This is an optimization exercise on Yosys and OpenROAD, whose aim is small area, not a production implementation. Where RTL was checked, it was by simulation tests only, not by an equivalence proof against the original. Power is estimated from default activity; no workload was simulated.

## ost_ddmd
module ost_ddmd (
    input  wire         clk,
    input  wire         rst,
    input  wire         req_valid,
    output wire         req_ready,
    input  wire [31:0]  req_op,
    input  wire [31:0]  req_in_len,
    input  wire [31:0]  req_out_cap,
    input  wire [95:0]  req_in,         
    output wire         resp_valid,
    input  wire         resp_ready,
    output wire [1:0]   resp_status,
    output wire [31:0]  resp_bytes,
    output wire [319:0] resp_out,       
    output wire         prim_valid,
    output wire [2:0]   prim_cmd,
    output wire [63:0]  prim_addr,
    output wire [63:0]  prim_wdata,
    input  wire         prim_ack,
    input  wire [63:0]  prim_rdata,
    input  wire [15:0]  prim_rlimit,
    input  wire         prim_fault,
    output wire         faulted
);
Size in the first run: roughly 1,300 cells after synthesis.
==> flow/config.mk <==
export PLATFORM = sky130hd
export DESIGN_NAME = ost_ddmd
export DESIGN_NICKNAME = ost_ddmd
export VERILOG_FILES = /design/flow/design.v
export SDC_FILE = /design/flow/constraint.sdc
export NUM_CORES = 4
export LEC_CHECK = 0
export CAP_MARGIN = 20
export CORE_AREA = 5 5 195 195
export DIE_AREA = 0 0 200 200
export SLEW_MARGIN = 40
==> flow/constraint.sdc <==
create_clock -name core_clock -period 10.0 [get_ports {clk}]
set_input_delay 2.0000 -clock core_clock [delete_from_list [all_inputs] [get_ports {clk}]]
set_output_delay 2.0000 -clock core_clock [all_outputs]
set_load 0.01 [all_outputs]
standard.sh (not shown) runs the stock make flow with config.mk's settings and CLKGATE_MAP_FILE= SYNTH_SCRIPT=/design/flow/synth_recipe.tcl, a recipe that flattens the netlist after the stock synthesis.
==> flow/flow/run.sh <==
#!/bin/bash
# Standard ORFS layout (the standard.sh, standard synthesis unchanged),
# with the port buffers that buffer_ports inserts taken as the smallest
# buffer cell instead of the default delay buffer.
set -euo pipefail
export BUFFER_PORTS_ARGS="-buffer_cell sky130_fd_sc_hd__buf_1"
bash standard.sh > standard_flow.log 2>&1
The baseline died in I/O pin placement (3_2_place_iop) with PPL-0024.
Rerun with:
Settings changed: CORE_AREA 5 5 195 195 to 5 5 265 265, DIE_AREA 0 0 200 200 to 0 0 270 270.
With this change the flow ran to the end with no violations.
Synthesized cell count is unchanged.
Area after synthesis does not change.
Rerun with:
Settings changed: CORE_AREA 5 5 265 265 to 5 5 195 195, CTS_BUF_LIST set to sky130_fd_sc_hd__clkbuf_8, DIE_AREA 0 0 270 270 to 0 0 200 200.
What happened: Now the flow ended with an error in I/O pin placement (3_2_place_iop) with PPL-0024. Area after synthesis does not change. Synthesized cell count stays the same.
Rerun with:
Settings changed: CORE_AREA 5 5 195 195 to 5 5 265 265, DIE_AREA 0 0 200 200 to 0 0 270 270.
Effect:
- With this change the flow completed with no timing, DRC or antenna violations
- synthesized cell count is unchanged
- synthesized area does not change
No run of this note included a check of the RTL's function; only the layout flow was run.

---

The RTL this note starts from:
==> flow/design.v <==
module ost_desc_decode (
    input  wire [63:0] raw_lo,
    input  wire [63:0] raw_hi,
    input  wire        wide,
    output wire [63:0] base,
    output wire [19:0] limit,
    output wire [3:0]  dtype,
    output wire        s,
    output wire [1:0]  dpl,
    output wire        p,
    output wire        avl,
    output wire        l,
    output wire        db,
    output wire        g
);
    assign limit = {raw_lo[51:48], raw_lo[15:0]};
    assign base  = {(wide ? raw_hi[31:0] : 32'h0), raw_lo[63:56], raw_lo[39:32], raw_lo[31:16]};
    assign dtype = raw_lo[43:40];
    assign s     = raw_lo[44];
    assign dpl   = raw_lo[46:45];
    assign p     = raw_lo[47];
    assign avl   = raw_lo[52];
    assign l     = raw_lo[53];
    assign db    = raw_lo[54];
    assign g     = raw_lo[55];
endmodule
module ost_sel_decode (
    input  wire [15:0] sel,
    output wire [1:0]  rpl,
    output wire        ti,
    output wire [12:0] index
);
    assign rpl   = sel[1:0];
    assign ti    = sel[2];
    assign index = sel[15:3];
endmodule
module ost_ddmd (
    input  wire         clk,
    input  wire         rst,
    input  wire         req_valid,
    output wire         req_ready,
    input  wire [31:0]  req_op,
    input  wire [31:0]  req_in_len,
    input  wire [31:0]  req_out_cap,
    input  wire [95:0]  req_in,         
    output wire         resp_valid,
    input  wire         resp_ready,
    output wire [1:0]   resp_status,
    output wire [31:0]  resp_bytes,
    output wire [319:0] resp_out,       
    output wire         prim_valid,
    output wire [2:0]   prim_cmd,
    output wire [63:0]  prim_addr,
    output wire [63:0]  prim_wdata,
    input  wire         prim_ack,
    input  wire [63:0]  prim_rdata,
    input  wire [15:0]  prim_rlimit,
    input  wire         prim_fault,
    output wire         faulted
);
    localparam [3:0] S_IDLE   = 4'b0000;
    localparam [3:0] S_RESP   = 4'b0001;
    localparam [3:0] S_FAULT  = 4'b0010;
    localparam [3:0] S_SER    = 4'b0011;    
    localparam [3:0] S_RDMSR  = 4'b1000;
    localparam [3:0] S_WRMSR  = 4'b1001;
    localparam [3:0] S_RDSREG = 4'b1010;
    localparam [3:0] S_SGDT   = 4'b1011;
    localparam [3:0] S_MEMLO  = 4'b1100;
    localparam [3:0] S_MEMHI  = 4'b1101;
    reg [3:0]  state;
    reg [1:0]  st;         
    reg        q;          
    reg        m;          
    reg        res;        
    reg        hi_ok;      
    reg [15:0] sel;
    reg [63:0] pa_n;       
    reg [63:0] wd_n;       
    wire [63:0] pa = ~pa_n;
    wire [63:0] wd = ~wd_n;
    reg [5:0]  cnt;        
    reg        cy;         
    wire s_idle   = (state == S_IDLE);
    wire s_rdmsr  = (state == S_RDMSR);
    wire s_wrmsr  = (state == S_WRMSR);
    wire s_rdsreg = (state == S_RDSREG);
    wire s_sgdt   = (state == S_SGDT);
    wire s_ser    = (state == S_SER);
    wire s_memlo  = (state == S_MEMLO);
    wire s_memhi  = (state == S_MEMHI);
    wire s_resp   = (state == S_RESP);
    wire op_hi0   = (req_op[31:2] == 30'd0);
    wire op_rd    = op_hi0 & (req_op[1:0] == 2'd1);
    wire op_wr    = op_hi0 & (req_op[1:0] == 2'd2);
    wire op_qs    = op_hi0 & (req_op[1:0] == 2'd3);
    wire op_ok    = op_hi0 & (req_op[1:0] != 2'd0);
    wire len_hi0  = (req_in_len[31:4] == 28'd0);
    wire cap_hi0  = (req_out_cap[31:6] == 26'd0);
    wire small_rd = (len_hi0 & (req_in_len[3:0] < 4'd4)) | (cap_hi0 & (req_out_cap[5:0] < 6'd8));
    wire small_wr = (len_hi0 & (req_in_len[3:0] < 4'd12));
    wire small_qs = (len_hi0 & (req_in_len[3:0] < 4'd2)) | (cap_hi0 & (req_out_cap[5:0] < 6'd40));
    wire short_in = (op_rd & small_rd) | (op_wr & small_wr) | (op_qs & small_qs);
    wire bad_idx  = (req_in[15:3] != 13'd0) | (req_in[2] & req_in[1]);
    wire inv      = op_qs & ~short_in & bad_idx;
    wire go       = op_ok & ~short_in & ~inv;
    wire acc = s_idle & req_valid;
    wire ack      = prim_ack;
    wire sel_null = prim_rdata[2] | (prim_rdata[15:3] == 13'd0);
    wire narrow   = prim_rdata[44];
    wire [12:0] index  = sel[15:3];
    wire        r7     = (prim_rlimit[2:0] == 3'd7);
    wire [13:0] dsum   = {1'b0, prim_rlimit[15:3]} + {1'b0, ~index} + {13'd0, r7};
    wire        lo_in  = dsum[13];
    wire        hi_in  = dsum[13] & (dsum[12:0] != 13'd0);
    wire [63:0] off   = {48'd0, index, 3'b000};
    wire        opb   = res ? (cnt == 6'd3) : off[cnt];
    wire        s_bit = pa[0] ^ opb ^ cy;
    wire        s_cy  = (pa[0] & opb) | (pa[0] & cy) | (opb & cy);
    wire        last  = (cnt == 6'd63);
    always @(posedge clk) begin
        if (rst) begin
            state <= S_IDLE;
        end else begin
            case (state)
                S_IDLE: begin
                    if (req_valid) begin
                        if (!go)        state <= S_RESP;
                        else if (op_rd) state <= S_RDMSR;
                        else if (op_wr) state <= S_WRMSR;
                        else            state <= S_RDSREG;
                    end
                end
                S_RDMSR, S_WRMSR, S_MEMHI: begin
                    if (ack) state <= prim_fault ? S_FAULT : S_RESP;
                end
                S_RDSREG: begin
                    if (ack) state <= sel_null ? S_RESP : S_SGDT;
                end
                S_SGDT: begin
                    if (ack) state <= lo_in ? S_SER : S_RESP;
                end
                S_SER: begin
                    if (last) state <= res ? S_MEMHI : S_MEMLO;
                end
                S_MEMLO: begin
                    if (ack) begin
                        if (prim_fault)             state <= S_FAULT;
                        else if (!narrow && hi_ok)  state <= S_SER;
                        else                        state <= S_RESP;
                    end
                end
                S_RESP: begin
                    if (resp_ready) state <= S_IDLE;
                end
                S_FAULT: begin
                    state <= S_FAULT;
                end
                default: state <= S_IDLE;
            endcase
        end
    end
    always @(posedge clk) begin
        if (acc) begin
            st  <= {~op_ok | inv, ~op_ok | short_in};
            q   <= go & op_qs;
            m   <= go & op_rd;
        end
        if (acc)
            res <= 1'b0;
        else if (ack & s_memlo)
            res <= narrow | hi_ok;
        if (ack & s_sgdt)
            hi_ok <= hi_in;
        cnt <= s_ser ? cnt + 6'd1 : 6'd0;
        cy  <= s_ser & s_cy;
    end
    wire sel_ld = ack & (s_rdsreg | s_rdmsr);
    wire unres  = ack & ((s_rdsreg & sel_null) | (s_sgdt & ~lo_in));
    wire w_in   = acc;
    wire w_rd   = ack & (s_rdmsr | (s_memlo & (narrow | hi_ok)));
    wire w_lo   = ack & s_memlo & (narrow | hi_ok);
    wire w_msr  = ack & s_rdmsr;
    wire w_hold = ~(w_in | w_rd | unres | (ack & s_memlo));
    wire p_in   = acc;
    wire p_rd   = ack & ((s_sgdt & lo_in) | s_memhi);
    wire p_sh   = s_ser;
    wire p_hold = ~(p_in | p_rd | p_sh | unres | (ack & s_memlo & (narrow | ~hi_ok)));
    always @(posedge clk) begin
        sel <= ({16{sel_ld}} & prim_rdata[15:0]) | ({16{~sel_ld}} & sel);
        wd_n[15:0]  <= ~(({16{w_in}} & req_in[47:32]) | ({16{w_lo}} & prim_rdata[15:0]) |
                         ({16{w_msr}} & prim_rdata[47:32]) | ({16{w_hold}} & wd[15:0]));
        wd_n[63:16] <= ~(({48{w_in}} & req_in[95:48]) | ({48{w_rd}} & prim_rdata[63:16]) |
                         ({48{w_hold}} & wd[63:16]));
        pa_n[31:0]  <= ~(({32{p_in}} & req_in[31:0]) | ({32{p_rd}} & prim_rdata[31:0]) |
                         ({32{p_sh}} & pa[32:1]) | ({32{p_hold}} & pa[31:0]));
        pa_n[63:32] <= ~(({32{p_rd}} & prim_rdata[63:32]) | ({32{p_sh}} & {s_bit, pa[63:33]}) |
                         ({32{p_hold | p_in}} & pa[63:32]));
    end
    assign req_ready  = s_idle;
    assign resp_valid = s_resp;
    assign faulted    = (state == S_FAULT);
    assign prim_valid = state[3];
    assign prim_cmd   = state[2] ? 3'd4 : {1'b0, state[1:0]};
    assign prim_addr  = pa;
    assign prim_wdata = wd;
    assign resp_status = st;
    assign resp_bytes  = {26'd0, q, 1'b0, q | m, 3'd0};
    wire [63:0] dec_base;
    wire [19:0] dec_limit;
    wire [3:0]  dec_type;
    wire        dec_s, dec_p, dec_avl, dec_l, dec_db, dec_g;
    wire [1:0]  dec_dpl;
    ost_desc_decode u_dec (
        .raw_lo (wd),
        .raw_hi (pa),
        .wide   (1'b1),       
        .base   (dec_base),
        .limit  (dec_limit),
        .dtype  (dec_type),
        .s      (dec_s),
        .dpl    (dec_dpl),
        .p      (dec_p),
        .avl    (dec_avl),
        .l      (dec_l),
        .db     (dec_db),
        .g      (dec_g)
    );
    wire wide = res & ~wd[44];
    assign resp_out[15:0]   = sel;
    assign resp_out[16]     = q ? res  : wd[16];
    assign resp_out[23:17]  = q ? 7'd0 : wd[23:17];
    assign resp_out[24]     = q ? wide : wd[24];
    assign resp_out[31:25]  = q ? 7'd0 : wd[31:25];
    assign resp_out[47:32]  = wd[15:0];
    assign resp_out[51:48]  = wd[51:48];
    assign resp_out[63:52]  = q ? 12'd0 : wd[63:52];
    assign resp_out[127:64]  = dec_base;
    assign resp_out[135:128] = {4'd0, dec_type};
    assign resp_out[143:136] = {7'd0, dec_s};
    assign resp_out[151:144] = {6'd0, dec_dpl};
    assign resp_out[159:152] = {7'd0, dec_p};
    assign resp_out[167:160] = {7'd0, dec_avl};
    assign resp_out[175:168] = {7'd0, dec_l};
    assign resp_out[183:176] = {7'd0, dec_db};
    assign resp_out[191:184] = {7'd0, dec_g};
    assign resp_out[255:192] = wd;
    assign resp_out[319:256] = pa;
    wire [1:0]  sel_rpl;
    wire        sel_ti;
    wire [12:0] sel_index;
    ost_sel_decode u_sel (
        .sel   (sel),
        .rpl   (sel_rpl),
        .ti    (sel_ti),
        .index (sel_index)
    );
endmodule
Settings: LEC_CHECK=0, CAP_MARGIN=10, CORE_AREA=5 5 265 265, CTS_BUF_LIST=sky130_fd_sc_hd__clkbuf_8, CTS_CLUSTER_DIAMETER=100, CTS_CLUSTER_SIZE=30, DIE_AREA=0 0 270 270, SLEW_MARGIN=10; clock period 10.0 ns.
==> flow/flow/run.sh <==
#!/bin/bash
# Standard ORFS layout (the standard.sh, standard synthesis unchanged),
# with the port buffers that buffer_ports inserts taken as the smallest
# buffer cell instead of the default delay buffer, and a clock tree with
# larger leaf clusters.
set -euo pipefail
export BUFFER_PORTS_ARGS="-buffer_cell sky130_fd_sc_hd__buf_1"
export CTS_ARGS="-sink_clustering_enable -repair_clock_nets -buf_list sky130_fd_sc_hd__clkbuf_8 -sink_clustering_size 30 -sink_clustering_max_diameter 100 -sink_buffer_max_cap_derate 0.5"
bash standard.sh > standard_flow.log 2>&1
The baseline finished with timing, DRC and antenna clean.
Then changed:
==> flow/flow/run.sh (replaced) <==
#!/bin/bash
# Standard ORFS layout (the standard.sh, standard synthesis unchanged),
# with these changes:
#  - buffer_ports uses the smallest buffer cell for the port buffers;
#  - the constant outputs share the synthesized tie cell instead of getting
#    one tie cell each (SKIP_REPAIR_TIE_FANOUT);
#  - the clock tree uses clkbuf_8 and no dummy loads.
set -euo pipefail
export BUFFER_PORTS_ARGS="-buffer_cell sky130_fd_sc_hd__buf_1"
export SKIP_REPAIR_TIE_FANOUT=1
export CTS_ARGS="-sink_clustering_enable -repair_clock_nets -buf_list sky130_fd_sc_hd__clkbuf_8 -sink_clustering_size 40 -sink_clustering_max_diameter 200 -dont_use_dummy_load"
bash standard.sh > standard_flow.log 2>&1
Power went down by about 7%. Setup slack gets worse by 160 ps. Synthesized cell count is unchanged.
Then changed:
==> flow/flow/run.sh (replaced) <==
#!/bin/bash
# Standard ORFS layout (the standard.sh, standard synthesis unchanged),
# with the port buffers that buffer_ports inserts taken as the smallest
# buffer cell instead of the default delay buffer, pins one track apart,
# and a clock tree without dummy loads.
set -euo pipefail
export BUFFER_PORTS_ARGS="-buffer_cell sky130_fd_sc_hd__buf_1"
export PLACE_PINS_ARGS="-min_distance 1 -min_distance_in_tracks"
export CTS_ARGS="-sink_clustering_enable -repair_clock_nets -buf_list sky130_fd_sc_hd__clkbuf_8 -sink_clustering_size 40 -sink_clustering_max_diameter 200 -dont_use_dummy_load"
bash standard.sh > standard_flow.log 2>&1
Settings changed: CORE_AREA 5 5 265 265 to 5 5 165 165, CTS_BUF_LIST sky130_fd_sc_hd__clkbuf_8 to default, CTS_CLUSTER_DIAMETER 100 to default, CTS_CLUSTER_SIZE 30 to default, DIE_AREA 0 0 270 270 to 0 0 170 170.
Cell count drops by 20%.
Via count climbs by 1.4%.
Synthesized area stays the same.
Worst setup slack improved by 140 ps.
Routed wire length fell by about 30%.
Worst hold slack barely changes.
Then changed:
==> flow/flow/run.sh (replaced) <==
#!/bin/bash
# Standard ORFS layout (the standard.sh, standard synthesis unchanged),
# with the port buffers that buffer_ports inserts taken as the smallest
# buffer cell instead of the default delay buffer.
set -euo pipefail
export BUFFER_PORTS_ARGS="-buffer_cell sky130_fd_sc_hd__buf_1"
bash standard.sh > standard_flow.log 2>&1
Settings changed: CAP_MARGIN 10 to 20, CORE_AREA 5 5 165 165 to 5 5 265 265, CTS_BUF_LIST from default to sky130_fd_sc_hd__clkbuf_8, DIE_AREA 0 0 170 170 to 0 0 270 270, SLEW_MARGIN 10 to 40.
After rerunning:
- final cell count is higher by 29%
- total power climbs by about 13%
- global-route usage went down by 9.7 points
- non-clock buffer count grows by 5
- hold slack barely changes
- final area is higher by about 8%
- fmax climbs by 5.7%
Then changed:
==> flow/flow/run.sh (replaced) <==
#!/bin/bash
# Standard ORFS layout (the standard.sh, standard synthesis unchanged),
# with the port buffers that buffer_ports inserts taken as the smallest
# buffer cell instead of the default delay buffer, and a clock tree with
# larger leaf clusters.
set -euo pipefail
export BUFFER_PORTS_ARGS="-buffer_cell sky130_fd_sc_hd__buf_1"
export CTS_ARGS="-sink_clustering_enable -repair_clock_nets -buf_list sky130_fd_sc_hd__clkbuf_8 -sink_clustering_size 40 -sink_clustering_max_diameter 200 -dont_use_dummy_load"
bash standard.sh > standard_flow.log 2>&1
Settings changed: CAP_MARGIN 20 to 10, CTS_CLUSTER_DIAMETER from default to 100, CTS_CLUSTER_SIZE from default to 30, SLEW_MARGIN 40 to 10.
=> Worst setup slack loses 310 ps; clock skew grows by 5.5 ps; die area is unchanged; sequential power is about the same; final area shrinks by 1.8%.
Then changed:
==> flow/flow/run.sh (replaced) <==
#!/bin/bash
# Standard ORFS layout (the standard.sh, standard synthesis unchanged),
# with the port buffers that buffer_ports inserts taken as the smallest
# buffer cell instead of the default delay buffer.
set -euo pipefail
export BUFFER_PORTS_ARGS="-buffer_cell sky130_fd_sc_hd__buf_1"
bash standard.sh > standard_flow.log 2>&1
The new run passed the timing, DRC and antenna checks.
Count of clock-buffer cells in the layout is unchanged.
Routed wire length stays flat.
Critical path depth is unchanged.
Final cell count goes up by 0.56%.
Final area goes up by about 1.4%.
Synthesized cell count stays the same.
Power goes up by about 7%.
Die area does not change.
Global-route usage hardly moves.
Via count goes up by 0.74%.
Worst setup slack gains 80 ps.

-- port drivers added, routing unchanged --
Ports are ideal in the flow. The routed layouts listed here were re-timed in OpenROAD. Step 1 assumes that a clkbuf_16 drives the clock port and a buf_2 every other input. Step 2 times the ports against the registers' clock, not the clock port: input delays grow and output delays shrink by t, the midpoint of the rising clock arrivals with the driver on. a / b / c = ideal ports / drivers / drivers and shift; a / b = the first two.
run | shift t [ns] | slack for setup (ns) | clock arrival spread, ns | slew at the worst register clock pin (ns)
the second run of note 1 | 0.517 | 5.876 / 5.843 / 5.326 | 0.015 / 0.016 | 0.08 / 0.08
the fourth run of note 1 | 0.571 | 5.848 / 5.799 / 5.309 | 0.020 / 0.020 | 0.11 / 0.11
the first run of note 2 | 0.585 | 5.213 / 5.243 / 4.657 | 0.025 / 0.025 | 0.12 / 0.12
the second run of note 2 | 0.577 | 5.052 / 5.043 / 4.466 | 0.048 / 0.048 | 0.11 / 0.11
the third run of note 2 | 0.491 | 5.188 / 5.206 / 4.715 | 0.027 / 0.028 | 0.09 / 0.09
the fourth run of note 2 | 0.575 | 5.446 / 5.480 / 4.905 | 0.029 / 0.029 | 0.11 / 0.11
the fifth run of note 2 | 0.572 | 5.133 / 5.162 / 4.591 | 0.035 / 0.035 | 0.11 / 0.11
the sixth run of note 2 | 0.585 | 5.213 / 5.243 / 4.657 | 0.025 / 0.025 | 0.12 / 0.12
After both steps every run listed still meets setup and hold. For the second run of note 2, which loses most, drivers alone change the setup slack by -0.009 ns; drivers and shift together by -0.586 ns.
